This design comes from an exercise in tuning for small area, a short achievable clock period and few clock cycles per item on the open sky130 flow, not from production work.
RTL that was checked went through simulation tests only; none was proved equivalent to the original.

11-20:
==> module flex_bch, before the edit <==
module flex_bch (
    input  wire        clk,
    input  wire        rst,
    input  wire        in_valid,
    output wire        in_ready,
    input  wire        in_op,
    input  wire [31:0] in_word,
    output wire        out_valid,
    input  wire        out_ready,
    output wire [31:0] out_word,
    output wire        out_ok,
    output wire [1:0]  out_nfix
);
    wire [4:0] s1, s3;
    wire [9:0] e;            
    wire xn31 = in_word[4] ^ in_word[15];
    wire xn32 = in_word[22] ^ in_word[25];
    wire xn33 = in_word[6] ^ in_word[14];
    wire xn34 = in_word[2] ^ in_word[11];
    wire xn35 = in_word[16] ^ in_word[17];
    wire xn36 = in_word[5] ^ in_word[7];
    wire xn37 = in_word[21] ^ in_word[24];
    wire xn38 = in_word[3] ^ in_word[12];
    wire xn39 = xn31 ^ xn34;
    wire xn40 = in_word[8] ^ in_word[23];
    wire xn41 = in_word[1] ^ in_word[27];
    wire xn42 = in_word[0] ^ in_word[26];
    wire xn43 = in_word[13] ^ in_word[19];
    wire xn44 = in_word[10] ^ in_word[18];
    wire xn45 = xn38 ^ xn43;
    wire xn46 = xn32 ^ xn36;
    wire xn47 = xn35 ^ xn44;
    wire xn48 = xn33 ^ xn37;
    wire xn49 = in_word[14] ^ in_word[16];
    wire xn50 = in_word[9] ^ in_word[20];
    wire xn51 = in_word[5] ^ in_word[21];
    wire xn52 = in_word[1] ^ in_word[30];
    wire xn53 = xn31 ^ xn51;
    wire xn54 = xn35 ^ xn42;
    wire xn55 = xn33 ^ xn40;
    wire xn56 = xn39 ^ xn47;
    wire xn57 = xn45 ^ xn46;
    assign s1[0] = ((((in_word[20] ^ in_word[8]) ^ xn31) ^ (xn49 ^ xn52)) ^ xn57);
    assign s1[1] = ((((in_word[0] ^ in_word[18]) ^ (in_word[29] ^ in_word[7])) ^ xn39) ^ (xn45 ^ xn48));
    assign s1[2] = ((((in_word[19] ^ in_word[28]) ^ (in_word[6] ^ in_word[7])) ^ (xn32 ^ xn40)) ^ xn56);
    assign s1[3] = ((((in_word[15] ^ in_word[22]) ^ (in_word[3] ^ in_word[9])) ^ (xn36 ^ xn41)) ^ (xn47 ^ xn48));
    assign s1[4] = ((((in_word[13] ^ in_word[2]) ^ xn50) ^ xn53) ^ (xn54 ^ xn55));
    assign s3[0] = ((((in_word[12] ^ in_word[25]) ^ xn52) ^ xn48) ^ xn56);
    assign s3[1] = ((((in_word[11] ^ in_word[27]) ^ (in_word[28] ^ in_word[4])) ^ (xn32 ^ xn37)) ^ ((xn38 ^ xn42) ^ (xn49 ^ xn50)));
    assign s3[2] = ((((in_word[15] ^ in_word[18]) ^ xn34) ^ xn54) ^ xn57);
    assign s3[3] = ((((in_word[10] ^ in_word[12]) ^ (in_word[13] ^ in_word[17])) ^ ((in_word[23] ^ in_word[26]) ^ (in_word[28] ^ in_word[29]))) ^ ((xn32 ^ xn41) ^ xn53));
    assign s3[4] = ((((in_word[0] ^ in_word[20]) ^ xn41) ^ xn39) ^ (xn46 ^ xn55));
    wire [9:0] rem;          
    wire [9:0] s = {s3, s1};
    wire xm10 = s[0] ^ s[5];
    wire xm11 = s[3] ^ xm10;
    wire xm12 = s[1] ^ s[4];
    wire xm13 = s[7] ^ s[9];
    wire xm14 = s[8] ^ xm12;
    wire xm15 = s[2] ^ s[6];
    wire xm16 = s[6] ^ xm14;
    wire xm17 = s[2] ^ s[9];
    wire xm18 = xm13 ^ xm15;
    wire xm19 = s[4] ^ xm11;
    assign rem[0] = ((s[0] ^ s[7]) ^ xm16);
    assign rem[1] = (s[1] ^ xm18);
    assign rem[2] = (xm17 ^ xm11);
    assign rem[3] = xm11;
    assign rem[4] = xm16;
    assign rem[5] = ((xm10 ^ xm17) ^ xm14);
    assign rem[6] = (xm15 ^ xm19);
    assign rem[7] = ((xm13 ^ xm11) ^ xm16);
    assign rem[8] = (xm10 ^ xm18);
    assign rem[9] = (xm13 ^ xm19);
    wire [9:0] d_hi = in_word[30:21] ^ ({rem[0], rem[1], rem[2], rem[3], rem[4], rem[5], rem[6], rem[7], rem[8], rem[9]} & {10{in_op}});
    reg        full;
    reg [30:0] word;
    assign in_ready  = !full || out_ready;
    assign out_valid = full;
    always @(posedge clk) begin
        if (rst)
            full <= 1'b0;
        else if (in_ready)
            full <= in_valid;
    end
    wire [24:0] g;
    wire [4:0]  tau;
    gf32_inv u_tab (.a(s1), .g(g), .tau(tau));
    wire [4:0] s1g = s1 & {5{!in_op}};
    wire [4:0] s3g = s3 & {5{!in_op}};
    wire remz = (s1 == 5'd0 && s3 == 5'd0);
    wire [4:0] pa, pb;
    gf32_mul u_pa (.a({10'd0, g[14:0]}), .b({2'b00, s3g[2:0]}), .y(pa));
    gf32_mul u_pb (.a({g[24:15], 15'd0}), .b({s3g[4:3], 3'b000}), .y(pb));
    wire d_ta = ~^(tau[2:0] & s3g[2:0]);
    wire d_tb = (^(tau[4:3] & s3g[4:3])) || in_op || remz;
    reg       b31, ta, tb;
    reg [4:0] ra, rb, rc;
    always @(posedge clk) begin
        if (in_ready) begin
            b31  <= in_word[31];
            ta   <= d_ta;
            tb   <= d_tb;
            word <= {d_hi, in_word[20:0]};
            ra   <= pa;
            rb   <= pb;
            rc   <= pb ^ s1g;
        end
    end
    wire fix = !(ta ^ tb);
    wire ok  = fix;
    wire [4:0] r1 = ra ^ rc, r2 = ra ^ rb;
    wire b31_out = b31 && !ok;
    wire [30:0] m1, m2;
    gf32_log u_m1 (.a(r1), .m(m1));
    gf32_log u_m2 (.a(r2), .m(m2));
    wire [30:0] fixed = word ^ ((m1 | m2) & {31{fix}});
    assign out_word = {b31_out, fixed};
    assign out_ok   = ok;
    assign out_nfix = {fix && r1 != 5'd0, fix && r1 == 5'd0 && r2 != 5'd0};
endmodule
export LEC_CHECK = 0
export CAP_MARGIN = 20
export CORE_MARGIN = 2
export CORE_UTILIZATION = 40
export CTS_BUF_LIST = sky130_fd_sc_hd__clkbuf_4 sky130_fd_sc_hd__clkbuf_8
export PLACE_DENSITY = 0.6
export SETUP_SLACK_MARGIN = 3.5
export SLEW_MARGIN = 20
create_clock -name core_clock -period 8.0 [get_ports {clk}]
standard.sh (not shown) runs the stock make flow with config.mk's settings and CLKGATE_MAP_FILE= SYNTH_SCRIPT=/design/flow/synth_recipe.tcl, a recipe that flattens the netlist after the stock synthesis.
==> flow/flow/run.sh <==
#!/bin/bash
# Layout: the standard flow (ORFS synthesis, floorplan, power grid, place, CTS,
# route) with two changes:
#  - the half/full adder cells and the 3-input XOR/XNOR cells are added to the
#    platform's don't-use list, so Yosys's adder extraction leaves the XOR logic to
#    ABC, which maps it into faster 2-input gates;
#  - the port buffers are buf_2 cells instead of the delay cells buffer_ports picks.
# Registers are untouched: same names and cell types as the standard synthesis.
# ORFS writes each step's log to orfs/logs/; make's output goes to standard.log.
set -euo pipefail
export BUFFER_PORTS_ARGS="-buffer_cell sky130_fd_sc_hd__buf_2"
PLATFORM_DONT_USE=$(make -s -C "$FLOW_HOME" DESIGN_CONFIG="$PWD/config.mk" WORK_HOME="$PWD/orfs_q" print-DONT_USE_CELLS 2>/dev/null | sed -n 's/^DONT_USE_CELLS *: *//p')
rm -rf orfs_q
EXTRA=""
for c in ha_1 ha_2 ha_4 fa_1 fa_2 fa_4 xor3_1 xor3_2 xor3_4 xnor3_1 xnor3_2 xnor3_4; do
  EXTRA="$EXTRA sky130_fd_sc_hd__$c"
done
echo "DONT_USE_CELLS=$PLATFORM_DONT_USE$EXTRA" > dont_use.log
bash standard.sh "DONT_USE_CELLS=$PLATFORM_DONT_USE$EXTRA" finish > standard.log 2>&1
11-20 reached the final stage; the timing, design-rule and antenna checks on its layout passed.
### 11-20 -> 10-03
--- a/flow/design.v
+++ b/flow/design.v
@@ -172,37 +172,36 @@
     end
     wire [24:0] g;
     wire [4:0]  tau;
     gf32_inv u_tab (.a(s1), .g(g), .tau(tau));
-    wire [4:0] s1g = s1 & {5{!in_op}};
-    wire [4:0] s3g = s3 & {5{!in_op}};
-    wire remz = (s1 == 5'd0 && s3 == 5'd0);
     wire [4:0] pa, pb;
-    gf32_mul u_pa (.a({10'd0, g[14:0]}), .b({2'b00, s3g[2:0]}), .y(pa));
-    gf32_mul u_pb (.a({g[24:15], 15'd0}), .b({s3g[4:3], 3'b000}), .y(pb));
-    wire d_ta = ~^(tau[2:0] & s3g[2:0]);
-    wire d_tb = (^(tau[4:3] & s3g[4:3])) || in_op || remz;
-    reg       b31, ta, tb;
+    gf32_mul u_pa (.a({10'd0, g[14:0]}), .b({2'b00, s3[2:0]}), .y(pa));
+    gf32_mul u_pb (.a({g[24:15], 15'd0}), .b({s3[4:3], 3'b000}), .y(pb));
+    wire d_ta = ~^(tau[2:0] & s3[2:0]);
+    wire d_tb = ^(tau[4:3] & s3[4:3]);
+    reg       b31, op, remz, ta, tb;
     reg [4:0] ra, rb, rc;
     always @(posedge clk) begin
         if (in_ready) begin
             b31  <= in_word[31];
+            op   <= in_op;
+            remz <= (s1 == 5'd0 && s3 == 5'd0);
             ta   <= d_ta;
             tb   <= d_tb;
             word <= {d_hi, in_word[20:0]};
             ra   <= pa;
             rb   <= pb;
-            rc   <= pb ^ s1g;
+            rc   <= pb ^ s1;
         end
     end
-    wire fix = !(ta ^ tb);
-    wire ok  = fix;
+    wire fix = !op && !(ta ^ tb);
+    wire ok  = op || remz || fix;
     wire [4:0] r1 = ra ^ rc, r2 = ra ^ rb;
     wire b31_out = b31 && !ok;
     wire [30:0] m1, m2;
     gf32_log u_m1 (.a(r1), .m(m1));
     gf32_log u_m2 (.a(r2), .m(m2));
     wire [30:0] fixed = word ^ ((m1 | m2) & {31{fix}});
     assign out_word = {b31_out, fixed};
     assign out_ok   = ok;
-    assign out_nfix = {fix && r1 != 5'd0, fix && r1 == 5'd0 && r2 != 5'd0};
-endmodule
+    assign out_nfix = {fix && r1 != 5'd0, fix && r1 == 5'd0};
+endmodule
## What came out
10-03 | stages: all done | timing, DRC, antenna: all pass. Count of buffering cells on the critical path with inverters included: 10-03 > 11-20. The higher layout buffering overhead excluding clock cells came out of 10-03. Between 10-03 and 11-20, it is 10-03 whose setup slack is lower, by 0.019 ns. Cell count (10-03 vs. 11-20) decreases slightly. On maximum frequency: between 11-20 and 10-03, it ends up higher for 11-20. Fraction of the mapped netlist area in compound gates in 10-03 is 0.70 points lower than in 11-20. 10-03 — portion of the clock cycle consumed by the worst path in the final layout 0.23 points higher, 11-20 as reference.
Testbench counts of 10-03, summed over its fixed seeds: cycles 4,808, items 4,800.
For 11-20, only the layout was checked, not whether the RTL still works.

flex_bch again, from the RTL that the note above started with.
// flex_bch
module flex_bch (
    input  wire        clk,
    input  wire        rst,
    input  wire        in_valid,
    output wire        in_ready,
    input  wire        in_op,
    input  wire [31:0] in_word,
    output wire        out_valid,
    input  wire        out_ready,
    output wire [31:0] out_word,
    output wire        out_ok,
    output wire [1:0]  out_nfix
);
    wire [4:0] s1, s3;
    wire [9:0] e;            
    wire xn31 = in_word[4] ^ in_word[15];
    wire xn32 = in_word[22] ^ in_word[25];
    wire xn33 = in_word[6] ^ in_word[14];
    wire xn34 = in_word[2] ^ in_word[11];
    wire xn35 = in_word[16] ^ in_word[17];
    wire xn36 = in_word[5] ^ in_word[7];
    wire xn37 = in_word[21] ^ in_word[24];
    wire xn38 = in_word[3] ^ in_word[12];
    wire xn39 = xn31 ^ xn34;
    wire xn40 = in_word[8] ^ in_word[23];
    wire xn41 = in_word[1] ^ in_word[27];
    wire xn42 = in_word[0] ^ in_word[26];
    wire xn43 = in_word[13] ^ in_word[19];
    wire xn44 = in_word[10] ^ in_word[18];
    wire xn45 = xn38 ^ xn43;
    wire xn46 = xn32 ^ xn36;
    wire xn47 = xn35 ^ xn44;
    wire xn48 = xn33 ^ xn37;
    wire xn49 = in_word[14] ^ in_word[16];
    wire xn50 = in_word[9] ^ in_word[20];
    wire xn51 = in_word[5] ^ in_word[21];
    wire xn52 = in_word[1] ^ in_word[30];
    wire xn53 = xn31 ^ xn51;
    wire xn54 = xn35 ^ xn42;
    wire xn55 = xn33 ^ xn40;
    wire xn56 = xn39 ^ xn47;
    wire xn57 = xn45 ^ xn46;
    assign s1[0] = ((((in_word[20] ^ in_word[8]) ^ xn31) ^ (xn49 ^ xn52)) ^ xn57);
    assign s1[1] = ((((in_word[0] ^ in_word[18]) ^ (in_word[29] ^ in_word[7])) ^ xn39) ^ (xn45 ^ xn48));
    assign s1[2] = ((((in_word[19] ^ in_word[28]) ^ (in_word[6] ^ in_word[7])) ^ (xn32 ^ xn40)) ^ xn56);
  ...
clock: 8.0 ns
lec_check: 0
cap_margin: 20
core_margin: 2
core_utilization: 50
cts_buf_list: sky130_fd_sc_hd__clkbuf_4 sky130_fd_sc_hd__clkbuf_8
place_density: 0.7
setup_slack_margin: 3.5
slew_margin: 20
==> flow/flow/run.sh <==
#!/bin/bash
# Layout: the standard flow (ORFS synthesis, floorplan, power grid, place, CTS,
# route) with two changes:
#  - the half/full adder cells and the 3-input XOR/XNOR cells are added to the
#    platform's don't-use list, so Yosys's adder extraction leaves the XOR logic to
#    ABC, which maps it into faster 2-input gates;
#  - the port buffers are buf_2 cells instead of the delay cells buffer_ports picks.
# Registers are untouched: same names and cell types as the standard synthesis.
# ORFS writes each step's log to orfs/logs/; make's output goes to standard.log.
set -euo pipefail
export BUFFER_PORTS_ARGS="-inputs -buffer_cell sky130_fd_sc_hd__buf_2"
export POST_GLOBAL_PLACE_TCL="$PWD/flow/post_gpl.tcl"
PLATFORM_DONT_USE=$(make -s -C "$FLOW_HOME" DESIGN_CONFIG="$PWD/config.mk" WORK_HOME="$PWD/orfs_q" print-DONT_USE_CELLS 2>/dev/null | sed -n 's/^DONT_USE_CELLS *: *//p')
rm -rf orfs_q
EXTRA=""
for c in ha_1 ha_2 ha_4 fa_1 fa_2 fa_4 xor3_1 xor3_2 xor3_4 xnor3_1 xnor3_2 xnor3_4; do
  EXTRA="$EXTRA sky130_fd_sc_hd__$c"
done
echo "DONT_USE_CELLS=$PLATFORM_DONT_USE$EXTRA" > dont_use.log
bash standard.sh "DONT_USE_CELLS=$PLATFORM_DONT_USE$EXTRA" finish > standard.log 2>&1
==> flow/flow/post_gpl.tcl <==
# Buffer the output ports with buf_1 cells (the inputs got buf_2 cells from
# global_place.tcl's buffer_ports -inputs call).
log_cmd buffer_ports -outputs -buffer_cell sky130_fd_sc_hd__buf_1
Rerun with:
--- a/flow/design.v
+++ b/flow/design.v
@@ -170,39 +170,38 @@
         else if (in_ready)
             full <= in_valid;
     end
     wire [24:0] g;
     wire [4:0]  tau;
     gf32_inv u_tab (.a(s1), .g(g), .tau(tau));
-    wire [4:0] s1g = s1 & {5{!in_op}};
-    wire [4:0] s3g = s3 & {5{!in_op}};
-    wire remz = (s1 == 5'd0 && s3 == 5'd0);
     wire [4:0] pa, pb;
-    gf32_mul u_pa (.a({10'd0, g[14:0]}), .b({2'b00, s3g[2:0]}), .y(pa));
-    gf32_mul u_pb (.a({g[24:15], 15'd0}), .b({s3g[4:3], 3'b000}), .y(pb));
-    wire d_ta = ~^(tau[2:0] & s3g[2:0]);
-    wire d_tb = (^(tau[4:3] & s3g[4:3])) || in_op || remz;
-    reg       b31, ta, tb;
+    gf32_mul u_pa (.a({10'd0, g[14:0]}), .b({2'b00, s3[2:0]}), .y(pa));
+    gf32_mul u_pb (.a({g[24:15], 15'd0}), .b({s3[4:3], 3'b000}), .y(pb));
+    wire d_ta = ~^(tau[2:0] & s3[2:0]);
+    wire d_tb = ^(tau[4:3] & s3[4:3]);
+    reg       b31, op, remz, ta, tb;
     reg [4:0] ra, rb, rc;
     always @(posedge clk) begin
         if (in_ready) begin
             b31  <= in_word[31];
+            op   <= in_op;
+            remz <= (s1 == 5'd0 && s3 == 5'd0);
             ta   <= d_ta;
             tb   <= d_tb;
             word <= {d_hi, in_word[20:0]};
             ra   <= pa;
             rb   <= pb;
-            rc   <= pb ^ s1g;
+            rc   <= pb ^ s1;
         end
     end
-    wire fix = !(ta ^ tb);
-    wire ok  = fix;
+    wire fix = !op && !(ta ^ tb);
+    wire ok  = op || remz || fix;
     wire [4:0] r1 = ra ^ rc, r2 = ra ^ rb;
     wire b31_out = b31 && !ok;
     wire [30:0] m1, m2;
     gf32_log u_m1 (.a(r1), .m(m1));
     gf32_log u_m2 (.a(r2), .m(m2));
     wire [30:0] fixed = word ^ ((m1 | m2) & {31{fix}});
     assign out_word = {b31_out, fixed};
     assign out_ok   = ok;
-    assign out_nfix = {fix && r1 != 5'd0, fix && r1 == 5'd0 && r2 != 5'd0};
-endmodule
+    assign out_nfix = {fix && r1 != 5'd0, fix && r1 == 5'd0};
+endmodule
The new run completed without violations.
Setup slack is about the same.
Routed wire length goes down by 5.9%.
Die area goes down by 3.7%.
First-iteration DRC count goes down by 7.7%.
Cell area goes down by 1.8%.
Register-to-register slack hardly moves.
Testbench counts after the change, summed over its fixed seeds: cycles 4,808, items 4,800.
The RTL of the first run of this note was laid out without a check of its function.

-- what the ideal ports hide --
No port has a modelled driver above. Below, the same layouts with a new extraction and two added sets of constraints. Step 1: set_driving_cell puts a clkbuf_16 on clk and a buf_2 on each other input, an assumption about the parent block. Step 2 times the ports against the registers' clock, not the clock port: input delays grow and output delays shrink by t, the midpoint of the rising clock arrivals with the driver on. a / b / c = no drivers / after step 1 / after step 2; a / b = the first two.
| run | t (ns) | setup slack, ns | worst setup path after step 2 | slew at the worst register clock pin (ns) | pins driven straight from the clock port |
|---|---|---|---|---|---|
| 11-20 | 0.337 | 3.575 / 3.587 / 3.250 | input to register | 0.09 / 0.09 | 1 |
| 10-03 | 0.328 | 3.556 / 3.567 / 3.239 | input to register | 0.09 / 0.09 | 1 |
| the first run of note 2 | 0.344 | 3.561 / 3.569 / 3.225 | input to register | 0.11 / 0.11 | 1 |
| the second run of note 2 | 0.329 | 3.562 / 3.571 / 3.242 | input to register | 0.10 / 0.10 | 1 |
After both steps every run listed still meets setup and hold. For the first run of note 2, which loses most, drivers alone change the setup slack by +0.008 ns; drivers and shift together by -0.336 ns.
